What follows belongs to an exercise in optimizing a design on an open flow for small area and few clock cycles; a production flow would make more cautious choices.
The RTL was checked by simulation tests, not by an equivalence proof against the original design.
No activity file was given, so power comes from the tool's default toggle rates.

### design.v
module mnp_crc_step (
    input  wire [15:0] crc_in,
    input  wire [7:0]  octet,
    output wire [15:0] crc_out
);
    wire [7:0] d = crc_in[7:0] ^ octet;
    wire       p = ^d;
    assign crc_out = {8'h00, crc_in[15:8]}
                   ^ {d, 6'b0} ^ {1'b0, d, 7'b0}
                   ^ {p, p, 13'b0, p};
endmodule
module mnp_txf (
    input  wire       clk,
    input  wire       rst,
    input  wire       in_valid,
    output wire       in_ready,
    input  wire       in_end,
    input  wire [7:0] in_data,
    output wire       out_valid,
    input  wire       out_ready,
    output reg  [7:0] out_data
);
    localparam [7:0] SYN = 8'h16, DLE = 8'h10, STX = 8'h02, ETX = 8'h03;
    localparam [2:0] T_SYN   = 3'd0,
                     T_DLE   = 3'd1,
                     T_STX   = 3'd2,
                     T_DATA  = 3'd3,
                     T_STUFF = 3'd4,
                     T_ETX   = 3'd5,
                     T_FCSLO = 3'd6,
                     T_FCSHI = 3'd7;
    reg  [2:0]  state;
    reg  [15:0] crc;
    wire in_state = (state == T_SYN) || (state == T_DATA);
    assign out_valid = in_state ? in_valid : 1'b1;
    assign in_ready  = out_ready && (state == T_DATA);
    wire   fire      = out_valid && out_ready;
    reg  [7:0]  crc_octet;
    wire [15:0] crc_next;
    mnp_crc_step u_crc (.crc_in(crc), .octet(crc_octet), .crc_out(crc_next));
    always @* begin
        case (state)
            T_DATA:  crc_octet = in_data;
            T_ETX:   crc_octet = ETX;
            default: crc_octet = crc[7:0];
        endcase
    end
    wire crc_hold = (state == T_STUFF) || (state == T_DATA && in_end);
    always @* begin
        case (state)
            T_SYN:   out_data = SYN;
            T_DLE:   out_data = DLE;
            T_STX:   out_data = STX;
            T_DATA:  out_data = in_end ? DLE : in_data;
            T_STUFF: out_data = DLE;
            T_ETX:   out_data = ETX;
            default: out_data = crc[7:0];
        endcase
    end
    always @(posedge clk) begin
        if (fire && !crc_hold)
            crc <= crc_next;
        if (rst) begin
            state <= T_SYN;
        end else if (fire) begin
            case (state)
                T_SYN:   state <= T_DLE;
                T_DLE:   state <= T_STX;
                T_STX:   state <= T_DATA;
                T_DATA:  state <= in_end ? T_ETX : (in_data == DLE) ? T_STUFF : T_DATA;
                T_STUFF: state <= T_DATA;
                T_ETX:   state <= T_FCSLO;
                T_FCSLO: state <= T_FCSHI;
                default: state <= T_SYN;
            endcase
        end
    end
endmodule
module mnp_rxd (
    input  wire        clk,
    input  wire        rst,
    input  wire        in_valid,
    output wire        in_ready,
    input  wire        in_eos,
    input  wire [7:0]  in_data,
    output wire        out_valid,
    output wire [7:0]  out_data,
    output wire        done_valid,
    output reg  [2:0]  done_status,
    output wire [7:0]  done_kind,
    output wire [7:0]  done_seq,
    output wire [7:0]  done_credit,
    output wire [10:0] done_len
);
    localparam [7:0] SYN = 8'h16, DLE = 8'h10, STX = 8'h02, ETX = 8'h03;
    localparam [2:0] ST_GOOD = 3'd0,
                     ST_CRC  = 3'd1,
                     ST_ESC  = 3'd2,
                     ST_OVF  = 3'd3,
                     ST_EOS  = 3'd4;
    localparam [2:0] R_HUNT0 = 3'd0,
                     R_HUNT1 = 3'd1,
                     R_HUNT2 = 3'd2,
                     R_DATA  = 3'd4,
                     R_ESC   = 3'd5,
                     R_FCS1  = 3'd6,
                     R_FCS2  = 3'd7;
    localparam [3:0] C_OTHER = 4'b0000,
                     C_LR    = 4'b0001,
                     C_LD    = 4'b0010,
                     C_LT    = 4'b0100,
                     C_LA    = 4'b0101,
                     C_P0    = 4'b1000,   
                     C_E1    = 4'b1001,   
                     C_E2    = 4'b1010,   
                     C_T     = 4'b1011,   
                     C_LTW   = 4'b1100,   
                     C_LAW1  = 4'b1101,   
                     C_LAW2  = 4'b1110;   
    reg  [2:0]  state;
    reg  [15:0] crc;
    reg  [10:0] cnt;        
    reg  [3:0]  cls;
    reg  [7:0]  seq;
    reg  [7:0]  credit;
    assign in_ready = 1'b1;
    wire hunt   = !state[2];
    wire is_dle = (in_data == DLE);
    wire is_etx = (in_data == ETX);
    wire full   = cnt[10];    
    wire app = in_valid && !in_eos &&
               ((state == R_DATA && !is_dle) || (state == R_ESC && is_dle));
    wire esc_err = state == R_ESC && !is_dle && !is_etx;
    wire [15:0] crc_next;
    mnp_crc_step u_crc (.crc_in(crc), .octet(in_data), .crc_out(crc_next));
    wire crc_ok = (crc_next == 16'h0000);
    assign out_valid  = app && !full;
    assign out_data   = in_data;
    assign done_valid = in_valid &&
                        (in_eos || esc_err || (app && full) || state == R_FCS2);
    always @* begin
        if (in_eos)
            done_status = ST_EOS;
        else if (state == R_FCS2)
            done_status = crc_ok ? ST_GOOD : ST_CRC;
        else if (esc_err)
            done_status = ST_ESC;
        else
            done_status = ST_OVF;
    end
    wire open_cls = cls[3];
    assign done_kind   = {5'b0, cls[2:0] & {3{!open_cls}}};
    assign done_seq    = seq & {8{!open_cls && cls[2]}};
    assign done_credit = credit & {8{!open_cls && cls[2] && cls[0]}};
    assign done_len    = cnt;
    reg [3:0] cls_next;
    always @* begin
        case (cls)
            C_P0:    cls_next = (in_data == 8'hFF) ? C_E1 : C_T;
            C_E1:    cls_next = C_E2;
            C_E2:    cls_next = C_T;
            C_T: begin
                case (in_data)
                    8'h01:   cls_next = C_LR;
                    8'h02:   cls_next = C_LD;
                    8'h04:   cls_next = C_LTW;
                    8'h05:   cls_next = C_LAW1;
                    default: cls_next = C_OTHER;
                endcase
            end
            C_LTW:   cls_next = C_LT;
            C_LAW1:  cls_next = C_LAW2;
            C_LAW2:  cls_next = C_LA;
            default: cls_next = cls;
        endcase
    end
    always @(posedge clk) begin
        if (hunt) begin
            crc <= 16'h0000;
            cnt <= 11'd0;
            cls <= C_P0;
        end else begin
            if (in_valid && !(state == R_DATA && is_dle))
                crc <= crc_next;
            if (app) begin
                cnt <= cnt + 11'd1;
                cls <= cls_next;
            end
        end
        if (app && (cls == C_LTW || cls == C_LAW1))
            seq <= in_data;
        if (app && cls == C_LAW2)
            credit <= in_data;
        if (rst) begin
            state <= R_HUNT0;
        end else if (in_valid) begin
            if (in_eos) begin
                state <= R_HUNT0;
            end else begin
                case (state)
                    R_HUNT0: state <= (in_data == SYN) ? R_HUNT1 : R_HUNT0;
                    R_HUNT1: state <= is_dle ? R_HUNT2 : R_HUNT0;
                    R_HUNT2: state <= (in_data == STX) ? R_DATA : R_HUNT0;
                    R_DATA:  state <= is_dle ? R_ESC : full ? R_HUNT0 : R_DATA;
                    R_ESC:   state <= is_etx ? R_FCS1 :
                                      (!is_dle || full) ? R_HUNT0 : R_DATA;
                    R_FCS1:  state <= R_FCS2;
                    R_FCS2:  state <= R_HUNT0;
                    default: state <= R_HUNT0;
                endcase
            end
        end
    end
endmodule
module mnp_codec (
    input  wire        clk,
    input  wire        rst,
    input  wire        tx_in_valid,
    output wire        tx_in_ready,
    input  wire        tx_in_end,
    input  wire [7:0]  tx_in_data,
    output wire        tx_out_valid,
    input  wire        tx_out_ready,
    output wire [7:0]  tx_out_data,
    input  wire        rx_in_valid,
    output wire        rx_in_ready,
    input  wire        rx_in_eos,
    input  wire [7:0]  rx_in_data,
    output wire        rx_out_valid,
    output wire [7:0]  rx_out_data,
    output wire        rx_done_valid,
    output wire [2:0]  rx_done_status,
    output wire [7:0]  rx_done_kind,
    output wire [7:0]  rx_done_seq,
    output wire [7:0]  rx_done_credit,
    output wire [10:0] rx_done_len
);
    mnp_txf u_txf (
        .clk(clk), .rst(rst),
        .in_valid(tx_in_valid), .in_ready(tx_in_ready),
        .in_end(tx_in_end), .in_data(tx_in_data),
        .out_valid(tx_out_valid), .out_ready(tx_out_ready),
        .out_data(tx_out_data)
    );
    mnp_rxd u_rxd (
        .clk(clk), .rst(rst),
        .in_valid(rx_in_valid), .in_ready(rx_in_ready),
        .in_eos(rx_in_eos), .in_data(rx_in_data),
        .out_valid(rx_out_valid), .out_data(rx_out_data),
        .done_valid(rx_done_valid), .done_status(rx_done_status),
        .done_kind(rx_done_kind), .done_seq(rx_done_seq),
        .done_credit(rx_done_credit), .done_len(rx_done_len)
    );
endmodule
### run.sh
#!/bin/bash
# synth_recipe.tcl (not shown) runs the flow's synth.tcl, then flattens the netlist and writes it again
# the make line also repeats each setting of config.mk as NAME=value (left out here)
make -C /OpenROAD-flow-scripts/flow DESIGN_CONFIG=/design/flow/config.mk WORK_HOME=/design/flow/orfs CLKGATE_MAP_FILE= SYNTH_SCRIPT=/design/flow/synth_recipe.tcl finish
### config.mk
export PLATFORM = sky130hd
export DESIGN_NAME = mnp_codec
export DESIGN_NICKNAME = mnp_codec
export VERILOG_FILES = /design/flow/design.v
export SDC_FILE = /design/flow/constraint.sdc
export NUM_CORES = 4
export LEC_CHECK = 0
export CAP_MARGIN = 20
export CORE_MARGIN = 2
export CORE_UTILIZATION = 40
export CTS_BUF_LIST = sky130_fd_sc_hd__clkbuf_4
export CTS_CLUSTER_DIAMETER = 100
export CTS_CLUSTER_SIZE = 30
export PLACE_DENSITY = 0.6
export SLEW_MARGIN = 20
### constraint.sdc
create_clock -name core_clock -period 5.0 [get_ports {clk}]
set_input_delay 1.0000 -clock core_clock [delete_from_list [all_inputs] [get_ports {clk}]]
set_output_delay 1.0000 -clock core_clock [all_outputs]
set_load 0.01 [all_outputs]
==> results.py, run 1 <==
metrics = {
    "cts": {
        "cts_hold_buf": 0,
        "path_clk_slew_ps": 90,
        "clock_latency_ps": 410,
        "cts_tree": "done",
        "cts_buffer_depth": 2,
        "htree_num_levels": 3,
        "cts.sinks": 69,
        "cts_root_buf": "clkbuf_4",
        "cts_resized": 0,
        "cts_buffers": 9,
        "post_cts_buffers": 0,
    },
    "global_route": {
        "grt_remaining_overflow": 0,
        "use_met2_pct": 28.48,
        "met1_usage_pct": 27.91,
        "grt.total_usage_pct": 19.06,
        "top_usage_layer": "met2",
        "grt_pass1_wl_um": 17410,
        "grt_pass1_vias": 3495,
        "antenna_found_initial": 0,
        "grt_max_degree": 40,
        "globalRouteMet3Util_pct": 3.208,
    },
    "sta": {
        "tightest_slew_ps": 933.0,
        "slew_headroom_pct": 37.80,
        "worst_slack_ps": 197.6,
        "finalSetupViolations": 0,
        "final.setup.tns_ps": 0,
        "final_max_slew_viol_count": 0,
        "final.period_utilization_pct": 96.05,
        "period_minus_slack_ps": 4802,
        "finalHoldViolations": 0,
        "fmax_mhz": 208.2,
        "grt_setup_unrepaired": "no",
        "fin_skew_ps": 20.14,
    },
    "critical_path": {
        "cpMostUsedCell": "xnor2_1",
        "crit_slowest_cell": "clkdlybuf4s50_1",
        "crit_required_ps": 4000,
        "cp_cell_sequence": "clkdlybuf4s50_1 -> xnor2_1 -> xnor2_1 -> xnor2_2 -> xnor2_1 -> ha_1 -> nor4bb_1 -> nand4_1 -> nor3_1 -> a211oi_1 -> clkdlybuf4s50_1",
        "cp_slowest_stage_delay_ps": 510,
        "end_kind": "primary output",
        "worst_ep_arrival_time_ps": 3800,
        "cp-start-kind": "input port",
        "crit_fanout": 3,
        "critical_path_class": "input port to primary output",
    },
    "worst_hold_path": {
        "min_path_type": "flop to flop",
    },
    "yosys": {
        "synth_top_area_share_pct": 22.42,
        "synth-edff-count": 32,
        "avgSynthCellArea_sq_um": 8.987,
        "synth_warnings": 2,
        "ys_types": 66,
        "yosys-top-cells-area": "edfxtp_1 22%, dfxtp_1 17%, xnor2_1 7.8%",
        "synth.top_cells.by_count": "62 x nand2_1, 38 x xnor2_1, 37 x dfxtp_1",
        "yosys.area.top_type": "edfxtp_1",
        "synth_seq_cells": 69,
        "netlist_area_sq_mm": 0.004287,
        "ys_seq_area_share_pct": 39.70,
        "synth-async-reset-ratio_pct": 0,
        "synth_cells": 477,
        "yosysMostFrequentCell": "nand2_1",
        "ys.flop_type": "dfxtp_1",
    },
    "floorplanning": {
        "ios": 82,
        "die_x_um": 107.5,
        "core.rowCount": 37,
        "initial_utilization_pct": 41.34,
        "fp.dieH_um": 107.5,
        "coreArea_sq_mm": 0.01037,
        "die_area_sq_mm": 0.01156,
    },
    "drt": {
        "vias_per_cell": 5.420,
        "drt-initial-drc-count": 214,
        "routed_wl_um": 10540,
        "wl_per_cell_um": 15.71,
        "vias": 3637,
        "ant_nets": 0,
        "dr.pass1.iters": 5,
        "drcViolationCount": 0,
    },
    "placement": {
        "gp_congestion": 0.8303,
        "dp_slack_ps": 140.4,
        "dpl.hpwl_um": 7596,
        "io_buffers": 75,
        "placedCellCount": 655,
    },
    "cells_and_area": {
        "fillerInstances": 1000,
        "seq_area_sq_mm": 0.001702,
        "final_layout_size_suffix_gt1_share_pct": 8.037,
        "area_delta_synth_final_pct": 21.77,
        "antennaDiodeCount": 0,
        "finalNonFillerCells": 671,
        "finalCoreUtilization_pct": 50.34,
        "nets": 555,
        "multiInputGateArea_sq_mm": 0.002301,
    },
    "run": {
        "cap_viol_max_count": 0,
    },
    "power_and_ir_drop": {
        "p_per_area_mw_per_mm2": 237.6,
        "ir_drop_v": 0.0001039,
        "p_leak_nw": 1.915,
    },
    "outcome": {
        "status": "complete, no violations",
    },
}
## final timing paths
| path | end | startpoint | depth (start not counted) | slack (ps) |
|---|---|---|---|---|
| worst max-delay path | rx_done_status[0] | rx_in_data[4] | 11 | 200 |
| worst min-delay path | u_txf.crc[2] | u_txf.crc[10] | 0 | 430 |
| worst max register to register | u_rxd.credit[1] | u_rxd.state[2] | 8 | 2250 |
| worst min register to register | u_txf.crc[2] | u_txf.crc[10] | 0 | 430 |
## through the flow
stage	hold WS [ps]	cell area (sq um)	total power, mW
finish	431.1	5220	1.240
global route	441.5	5220	1.290
global placement	402.6	5055	0.8289
floorplan	400.3	4302	0.7688
detailed placement	404.5	5055	0.8334
CTS	433.6	5213	1.247
## sequential cells by signal, indices dropped and copies added, names as in the netlist
| signal | cells |
|---|---|
| u_rxd.state | 3 |
| u_rxd.crc | 16 |
| u_rxd.cls | 4 |
| u_rxd.cnt | 11 |
| u_txf.state | 3 |
| u_rxd.credit | 8 |
| u_rxd.seq | 8 |
| u_txf.crc | 16 |
## worst max-delay path, delay by kind of cell
kind / cells / cell delay (ps)
AO/OA/AOI/OAI: 1 / 120
adder cells (fa/ha/maj): 1 / 200
AND/OR/NAND/NOR: 3 / 580
XOR/XNOR: 4 / 920
buffers and inverters: 2 / 980
## cell usage in the layout (no fill, tap or decap), types with 4 or more instances in the layout
cell type	instances
and2_1	16
dfxtp_1	37
nand2_1	62
edfxtp_1	32
xor2_1	10
and3_1	20
clkbuf_4	11
nand4_1	8
nor2_1	26
a21oi_1	14
nand3_1	11
a22oi_1	4
o21ai_0	24
a21boi_0	10
xnor3_1	4
nor2b_1	8
nor4_1	8
clkdlybuf4s50_1	75
buf_4	15
nor3_1	7
nand2b_1	7
a31oi_1	5
o211a_1	7
conb_1	6
inv_1	7
xnor2_1	37
## routing by layer
metal | up-vias | part of all wire, %
met5 | - | 0
met4 | 0 | 1.3
met3 | 13 | 5.2
met2 | 110 | 45
met1 | 1740 | 48
li1 | 1774 | -
## final cells by class
| cell class | instances | share of cell area (%) |
|---|---|---|
| clock inverters | 5 | 1.438 |
| inverters | 7 | 0.5034 |
| multi-input cells | 353 | 44.08 |
| repair buffers | 90 | 16.54 |
| flip-flops and latches | 69 | 32.60 |
| well taps | 136 | 3.260 |
| clock buffers | 11 | 1.582 |
## cells by family (layout without fill, tap and decap cells)
| group | count (synthesis) | in the layout | share of synthesized area, % |
|---|---|---|---|
| muxes | 2 | 2 | 0.4670 |
| adders and majority gates | 2 | 2 | 0.5837 |
| DFF | 69 | 69 | 39.70 |
| other | 2 | 6 | 0.1752 |
| buffers and inverters | 59 | 113 | 7.239 |
| AOI/OAI and AO/OA | 90 | 90 | 14.42 |
| xor gates and xnor gates | 53 | 53 | 12.29 |
| and+or+nand+nor | 200 | 200 | 25.13 |
## power breakdown
| group | leakage, nW | internal [mW] | total, mW | switching (mW) |
|---|---|---|---|---|
| Sequential | 0.598 | 0.606 | 0.625 | 0.0194 |
| Clock | 0.0888 | 0.212 | 0.418 | 0.205 |
| Combinational | 1.23 | 0.0960 | 0.197 | 0.101 |
Testbench counts, summed over its fixed seeds: cycles 23,945.
==> run 2: changes to the inputs <==
--- a/config.mk
+++ b/config.mk
@@ -8,8 +8,5 @@
 export CAP_MARGIN = 20
 export CORE_MARGIN = 2
 export CORE_UTILIZATION = 40
-export CTS_BUF_LIST = sky130_fd_sc_hd__clkbuf_4
-export CTS_CLUSTER_DIAMETER = 100
-export CTS_CLUSTER_SIZE = 30
 export PLACE_DENSITY = 0.6
 export SLEW_MARGIN = 20
==> run 2 against run 1 <==
Effect of this change: flip-flop and latch count did not move; combinational power about the same; synthesized cell count unchanged; die area did not move; worst hold slack got worse by 8.6 ps; clock skew fell by 6.7 ps; register-to-register slack about the same; sequential share of layout area shrank 0.27 points; via count down 0.47%; clock-buffer cell count up 1; core utilization grew 0.42 points; sequential power about the same; critical path type unchanged; critical endpoint unchanged.
==> results.py, run 2 <==
metrics = {
    "yosys": {
        "yosys.area.top_type": "edfxtp_1",
        "synth_cells": 477,
        "ys.flop_type": "dfxtp_1",
        "ys_types": 66,
        "synth_top_area_share_pct": 22.42,
        "synth_warnings": 2,
        "synth-async-reset-ratio_pct": 0,
        "netlist_area_sq_mm": 0.004287,
        "ys_seq_area_share_pct": 39.70,
        "synth.top_cells.by_count": "62 x nand2_1, 38 x xnor2_1, 37 x dfxtp_1",
        "yosys-top-cells-area": "edfxtp_1 22%, dfxtp_1 17%, xnor2_1 7.8%",
        "synth-edff-count": 32,
        "yosysMostFrequentCell": "nand2_1",
        "synth_seq_cells": 69,
        "avgSynthCellArea_sq_um": 8.987,
    },
    "run": {
        "cap_viol_max_count": 0,
    },
    "placement": {
        "dp_slack_ps": 140.4,
        "dpl.hpwl_um": 7596,
        "io_buffers": 75,
        "gp_congestion": 0.8303,
    },
    "sta": {
        "tightest_slew_ps": 917.7,
        "finalHoldViolations": 0,
        "fmax_mhz": 208.1,
        "final.period_utilization_pct": 96.09,
        "worst_slack_ps": 195.6,
        "slew_headroom_pct": 38.82,
        "grt_setup_unrepaired": "no",
        "final.setup.tns_ps": 0,
        "period_minus_slack_ps": 4804,
        "finalSetupViolations": 0,
        "fin_skew_ps": 13.46,
        "final_max_slew_viol_count": 0,
    },
    "critical_path": {
        "crit_required_ps": 4000,
        "worst_ep_arrival_time_ps": 3800,
        "r2r_end": "u_rxd.credit[1]",
        "rr_worst_depth": 8,
        "end_kind": "primary output",
        "crit_end": "rx_done_status[0]",
        "crit_fanout": 3,
        "critical_path_class": "input port to primary output",
        "critical_path_depth": 11,
        "crit_slowest_cell": "clkdlybuf4s50_1",
        "r2r_slack_ps": 2240,
        "cp_cell_sequence": "clkdlybuf4s50_1 -> xnor2_1 -> xnor2_1 -> xnor2_2 -> xnor2_1 -> ha_1 -> nor4bb_1 -> nand4_1 -> nor3_1 -> a211oi_1 -> clkdlybuf4s50_1",
        "cp_slowest_stage_delay_ps": 510,
        "cpMostUsedCell": "xnor2_1",
        "cp-start-kind": "input port",
        "reg2reg_from": "u_rxd.state[2]",
        "startpoint": "rx_in_data[4]",
        "cpLargestDelayFamily": "buffers and inverters",
        "path_buf_inv": 2,
    },
    "drt": {
        "routed_wl_um": 10530,
        "drt-initial-drc-count": 199,
        "ant_nets": 0,
        "drcViolationCount": 0,
        "vias_per_cell": 5.395,
        "wl_per_cell_um": 15.70,
        "dr.pass1.iters": 5,
        "vias": 3620,
    },
    "floorplanning": {
        "ios": 82,
        "die_x_um": 107.5,
        "core.rowCount": 37,
        "coreArea_sq_mm": 0.01037,
        "fp.dieH_um": 107.5,
        "initial_utilization_pct": 41.34,
        "die_area_sq_mm": 0.01156,
    },
    "cells_and_area": {
        "nets": 555,
        "area_delta_synth_final_pct": 22.80,
        "final_layout_size_suffix_gt1_share_pct": 7.664,
        "layout_commonest_cell": "clkdlybuf4s50_1",
        "final_cell_mix": "75 x clkdlybuf4s50_1, 62 x nand2_1, 37 x xnor2_1, 37 x dfxtp_1, 32 x edfxtp_1",
        "largestRegisters": "u_rxd.crc (16), u_txf.crc (16), u_rxd.cnt (11)",
        "antennaDiodeCount": 0,
        "fillerInstances": 996,
    },
    "power_and_ir_drop": {
        "pwr-share-comb_pct": 15.3,
        "switching_share_pct": 25.67,
        "p_seq_share_pct": 48.4,
        "p_per_area_mw_per_mm2": 245.6,
        "p_leak_nw": 1.930,
        "pwr-share-clk_pct": 36.4,
        "intPower_mw": 0.9609,
        "p_switching_mw": 0.3318,
        "ir_drop_v": 0.0001280,
    },
    "global_route": {
        "grt_remaining_overflow": 0,
        "grt_pass1_wl_um": 17350,
        "grt.total_usage_pct": 18.95,
        "grt_max_degree": 40,
        "antenna_found_initial": 0,
        "grt_pass1_vias": 3501,
    },
    "cts": {
        "path_clk_slew_ps": 70,
        "cts.sinks": 69,
        "cts_buffer_depth": 2,
        "cts_root_buf": "clkbuf_8",
        "clock_latency_ps": 340,
        "htree_num_levels": 3,
        "cts_hold_buf": 0,
        "post_cts_buffers": 0,
        "cts_resized": 0,
        "cts_buffers": 9,
        "cts_tree": "done",
    },
    "outcome": {
        "status": "complete, no violations",
    },
    "worst_hold_path": {
        "min_path_type": "flop to flop",
    },
}
run 2: worst min-delay path by stage:
stage | from | end | slack (ps) | cells after the start
final | u_txf.crc[9] | u_txf.crc[1] | 420 | 0
after global routing | u_txf.crc[9] | u_txf.crc[1] | 430 | 0
after CTS | u_txf.crc[9] | u_txf.crc[1] | 420 | 0
after detailed placement | u_txf.crc[9] | u_txf.crc[1] | 400 | 0
after global placement | u_txf.crc[11] | u_txf.crc[3] | 400 | 0
after floorplan | u_txf.crc[9] | u_txf.crc[1] | 400 | 0
run 2: kinds of logic after synthesis:
group	after synthesis	synth area share (%)
mux	2	0.4670
fa+ha+maj	2	0.5837
other cells	2	0.1752
simple gates	200	25.13
compound gates	90	14.42
buf+inv	59	7.239
flops	69	39.70
xor+xnor	53	12.29
run 2: area by class of cell:
cell class / instances / area, sq um / share of cell area (%)
Tap cell: 136 / 170.2 / 3.233
Sequential cell: 69 / 1702 / 32.33
Timing Repair Buffer: 90 / 863.3 / 16.40
Inverter: 7 / 26.28 / 0.4992
Multi-Input combinational cell: 353 / 2301 / 43.71
Clock buffer: 12 / 156.4 / 2.971
Clock inverter: 4 / 45.04 / 0.8557
run 2: power groups by stage:
stage | sequential, mW | clock, mW | combinational, mW
after detailed placement | 0.638 | 0 | 0.195
after global routing | 0.628 | 0.502 | 0.216
after global placement | 0.638 | 0 | 0.191
after floorplan | 0.623 | 0 | 0.146
after CTS | 0.625 | 0.485 | 0.197
final | 0.625 | 0.470 | 0.197
run 2: per-layer routing:
| layer | global-route usage (%) | wire length (um) |
|---|---|---|
| met1 | 27.56 | 5108 |
| met2 | 28.66 | 4804 |
| met3 | 3.027 | 500 |
| met4 | 6.227 | 119 |
| met5 | 0 | 0 |
run 2: through the flow:
step	power (mW)	utilization (%)	hold WS (ps)	std cells	area, sq um
floorplan	0.7688	-	400.3	481	4302
global placement	0.8289	48.75	402.6	655	5055
detailed placement	0.8334	48.75	404.5	655	5055
CTS	1.306	50.69	423.5	671	5256
global route	1.346	50.76	429.8	671	5264
finish	1.293	50.76	422.4	671	5264
==> run 3: changes to the inputs <==
==> flow/run.sh (new file) <==
#!/bin/bash
# Standard ORFS layout with two changes: port buffers use the smallest
# buffer cell, and clock tree synthesis uses small clock buffers in large
# clusters without dummy loads. Each step's full output goes to its own log.
set -euo pipefail
bash standard.sh \
  "BUFFER_PORTS_ARGS=-buffer_cell sky130_fd_sc_hd__buf_1" \
  "CTS_ARGS=-sink_clustering_enable -repair_clock_nets -buf_list sky130_fd_sc_hd__clkbuf_4 -sink_clustering_size 30 -sink_clustering_max_diameter 100 -dont_use_dummy_load" \
  finish > standard.log 2>&1
==> standard.sh (new file) <==
#!/bin/bash
# synth_recipe.tcl (not shown) runs the flow's synth.tcl, then flattens the netlist and writes it again
# the make line also repeats each setting of config.mk as NAME=value (left out here)
make -C /OpenROAD-flow-scripts/flow DESIGN_CONFIG=/design/flow/config.mk WORK_HOME=/design/flow/orfs CLKGATE_MAP_FILE= SYNTH_SCRIPT=/design/flow/synth_recipe.tcl "${@:-finish}"
removed: run.sh
==> run 3 against run 2 <==
Effect of this change: core utilization down 6.3 points; via count down 2.4%; clock power down 46%; non-clock buffer count down 6; highest routed layer unchanged.
==> results.py, run 3 <==
metrics = {
    "critical_path": {
        "cp_slowest_stage_delay_ps": 310,
        "rr_worst_depth": 8,
        "worst_ep_arrival_time_ps": 3170,
        "cpMostUsedCell": "xnor2_1",
        "crit_required_ps": 4000,
        "end_kind": "primary output",
        "cp_cell_sequence": "buf_1 -> xnor2_1 -> xnor2_1 -> xnor2_1 -> xnor2_1 -> ha_1 -> nor4bb_1 -> nand4_1 -> nor3_1 -> a211oi_1 -> buf_1",
        "cp-start-kind": "input port",
        "crit_slowest_cell": "xnor2_1",
        "crit_fanout": 7,
        "critical_path_class": "input port to primary output",
    },
    "global_route": {
        "grt_pass1_wl_um": 15550,
        "antenna_found_initial": 0,
        "grt_pass1_vias": 3103,
        "grt.total_usage_pct": 17.03,
        "grt_remaining_overflow": 0,
        "grt_max_degree": 25,
    },
    "cts": {
        "cts_resized": 0,
        "cts_buffer_depth": 2,
        "cts_tree": "done",
        "cts_hold_buf": 0,
        "cts.sinks": 69,
        "htree_num_levels": 3,
        "cts_buffers": 9,
        "post_cts_buffers": 0,
        "cts_root_buf": "clkbuf_4",
        "clock_latency_ps": 410,
        "path_clk_slew_ps": 70,
    },
    "sta": {
        "finalSetupViolations": 0,
        "fin_skew_ps": 35.75,
        "final.period_utilization_pct": 83.37,
        "period_minus_slack_ps": 4168,
        "final.setup.tns_ps": 0,
        "finalHoldViolations": 0,
        "fmax_mhz": 239.9,
        "slew_headroom_pct": 33.11,
        "final_max_slew_viol_count": 0,
        "tightest_slew_ps": 1003,
        "grt_setup_unrepaired": "no",
        "worst_slack_ps": 831.7,
    },
    "drt": {
        "drt-initial-drc-count": 242,
        "ant_nets": 0,
        "dr.pass1.iters": 4,
        "vias_per_cell": 5.369,
        "vias": 3533,
        "wl_per_cell_um": 14.82,
        "drcViolationCount": 0,
        "routed_wl_um": 9750,
    },
    "placement": {
        "dp_slack_ps": 853.8,
        "gp_congestion": 0.9062,
        "dpl.hpwl_um": 7125,
        "io_buffers": 75,
        "placedCellCount": 649,
    },
    "floorplanning": {
        "die_x_um": 107.5,
        "fp.dieH_um": 107.5,
        "coreArea_sq_mm": 0.01037,
        "ios": 82,
        "die_area_sq_mm": 0.01156,
        "initial_utilization_pct": 41.34,
        "core.rowCount": 37,
    },
    "yosys": {
        "synth.top_cells.by_count": "62 x nand2_1, 38 x xnor2_1, 37 x dfxtp_1",
        "avgSynthCellArea_sq_um": 8.987,
        "synth_warnings": 2,
        "ys_types": 66,
        "yosys-top-cells-area": "edfxtp_1 22%, dfxtp_1 17%, xnor2_1 7.8%",
        "ys_seq_area_share_pct": 39.70,
        "synth_top_area_share_pct": 22.42,
        "synth_cells": 477,
        "yosysMostFrequentCell": "nand2_1",
        "synth-async-reset-ratio_pct": 0,
        "netlist_area_sq_mm": 0.004287,
        "synth-edff-count": 32,
        "yosys.area.top_type": "edfxtp_1",
        "ys.flop_type": "dfxtp_1",
        "synth_seq_cells": 69,
    },
    "cells_and_area": {
        "nets": 549,
        "largestRegisters": "u_rxd.crc (16), u_txf.crc (16), u_rxd.cnt (11)",
        "final_layout_size_suffix_gt1_share_pct": 5.747,
        "finalNonFillerCells": 658,
        "fillerInstances": 1073,
        "final_cell_mix": "75 x buf_1, 62 x nand2_1, 38 x xnor2_1",
        "layout_commonest_cell": "buf_1",
        "area_delta_synth_final_pct": 7.501,
        "antennaDiodeCount": 0,
        "finalCoreUtilization_pct": 44.44,
    },
    "power_and_ir_drop": {
        "ir_drop_v": 0.00008773,
        "p_leak_nw": 1.647,
        "p_per_area_mw_per_mm2": 227.0,
    },
    "worst_hold_path": {
        "whs_path_depth": 0,
        "min_path_type": "flop to flop",
    },
    "run": {
        "cap_viol_max_count": 0,
    },
    "outcome": {
        "status": "complete, no violations",
    },
}
run 3: cell counts after synthesis:
Identical to the previous run, type by type.
run 3: report_power, final:
part | leakage (nW) | internal [mW] | switching [mW] | total [mW]
Sequential | 0.598 | 0.606 | 0.0196 | 0.625
Combinational | 1.01 | 0.0706 | 0.0987 | 0.169
Clock | 0.0414 | 0.0838 | 0.168 | 0.252
Total | 1.65 | 0.760 | 0.286 | 1.05
run 3: final cells by class:
| type | instances | area (sq um) | area share (%) |
|---|---|---|---|
| timing repair buffer | 84 | 349.1 | 7.575 |
| tap | 136 | 170.2 | 3.693 |
| clock buffer | 9 | 67.56 | 1.466 |
| multi-input combinational | 353 | 2293 | 49.77 |
| sequential | 69 | 1702 | 36.93 |
| inverter | 7 | 26.28 | 0.5702 |
run 3: critical path, delay by kind of cell:
family	cells	cell delay (ps)
AOI/OAI and AO/OA	1	110
and+or+nand+nor	3	590
adders and majority gates	1	180
buffers and inverters	2	410
xor gates and xnor gates	4	870
run 3: final timing paths:
| check | startpoint | end | slack (ps) |
|---|---|---|---|
| max | rx_in_data[3] | rx_done_status[0] | 830 |
| max reg2reg | u_rxd.state[2] | u_rxd.credit[7] | 2220 |
| min | u_txf.crc[11] | u_txf.crc[3] | 430 |
| min reg2reg | u_txf.crc[11] | u_txf.crc[3] | 430 |
run 3: logic make-up after synthesis:
group / count (synthesis) / synth area share, %
AOI/OAI and AO/OA: 90 / 14.42
xor gates and xnor gates: 53 / 12.29
DFF: 69 / 39.70
muxes: 2 / 0.4670
and+or+nand+nor: 200 / 25.13
buffers and inverters: 59 / 7.239
other: 2 / 0.1752
adders and majority gates: 2 / 0.5837
run 3: per-stage QoR:
step / instance area (sq um) / hold slack, ps / total power, mW
floorplan: 4302 / 400.3 / 0.7688
global placement: 4541 / 402.6 / 0.8026
detailed placement: 4541 / 407.1 / 0.8057
CTS: 4608 / 427.1 / 1.060
global route: 4608 / 445.2 / 1.102
finish: 4608 / 426.3 / 1.046
run 3: metal layers:
layer / vias up / GRT usage (%) / routed length (um)
met5: - / 0 / 0
met4: 0 / 3.846 / 82
met3: 7 / 4.177 / 572
met2: 107 / 25.52 / 4291
met1: 1665 / 24.77 / 4803
li1: 1754 / - / -

-- afterwards: timing with drivers on the ports --
How much do the figures lean on ideal ports? The routed layouts below were timed once more, with nothing changed but the port constraints.
Step 1 (the two cells are an assumption about what drives the block):
set clk [get_ports {clk}]
set_driving_cell -lib_cell sky130_fd_sc_hd__clkbuf_16 $clk
set_driving_cell -lib_cell sky130_fd_sc_hd__buf_2 [delete_from_list [all_inputs] $clk]
Step 2 times the ports against the registers' clock, not the clock port: input delays grow and output delays shrink by t, the midpoint of the rising clock arrivals with the driver on.
a / b / c = ideal ports / drivers / drivers and shift; a / b = the first two.
| run | shift t [ns] | setup WS [ns] | latest minus earliest clock arrival (ns) | slew at the worst register clock pin (ns) |
|---|---|---|---|---|
| run 1 | 0.432 | 0.198 / 0.175 / 0.175 | 0.021 / 0.021 | 0.12 / 0.12 |
| run 2 | 0.367 | 0.196 / 0.173 / 0.173 | 0.013 / 0.014 | 0.08 / 0.08 |
| run 3 | 0.420 | 0.832 / 0.807 / 0.807 | 0.036 / 0.036 | 0.12 / 0.12 |
After both steps every run listed still meets setup and hold. For run 3, which loses most, drivers alone change the setup slack by -0.025 ns; drivers and shift together by -0.025 ns.
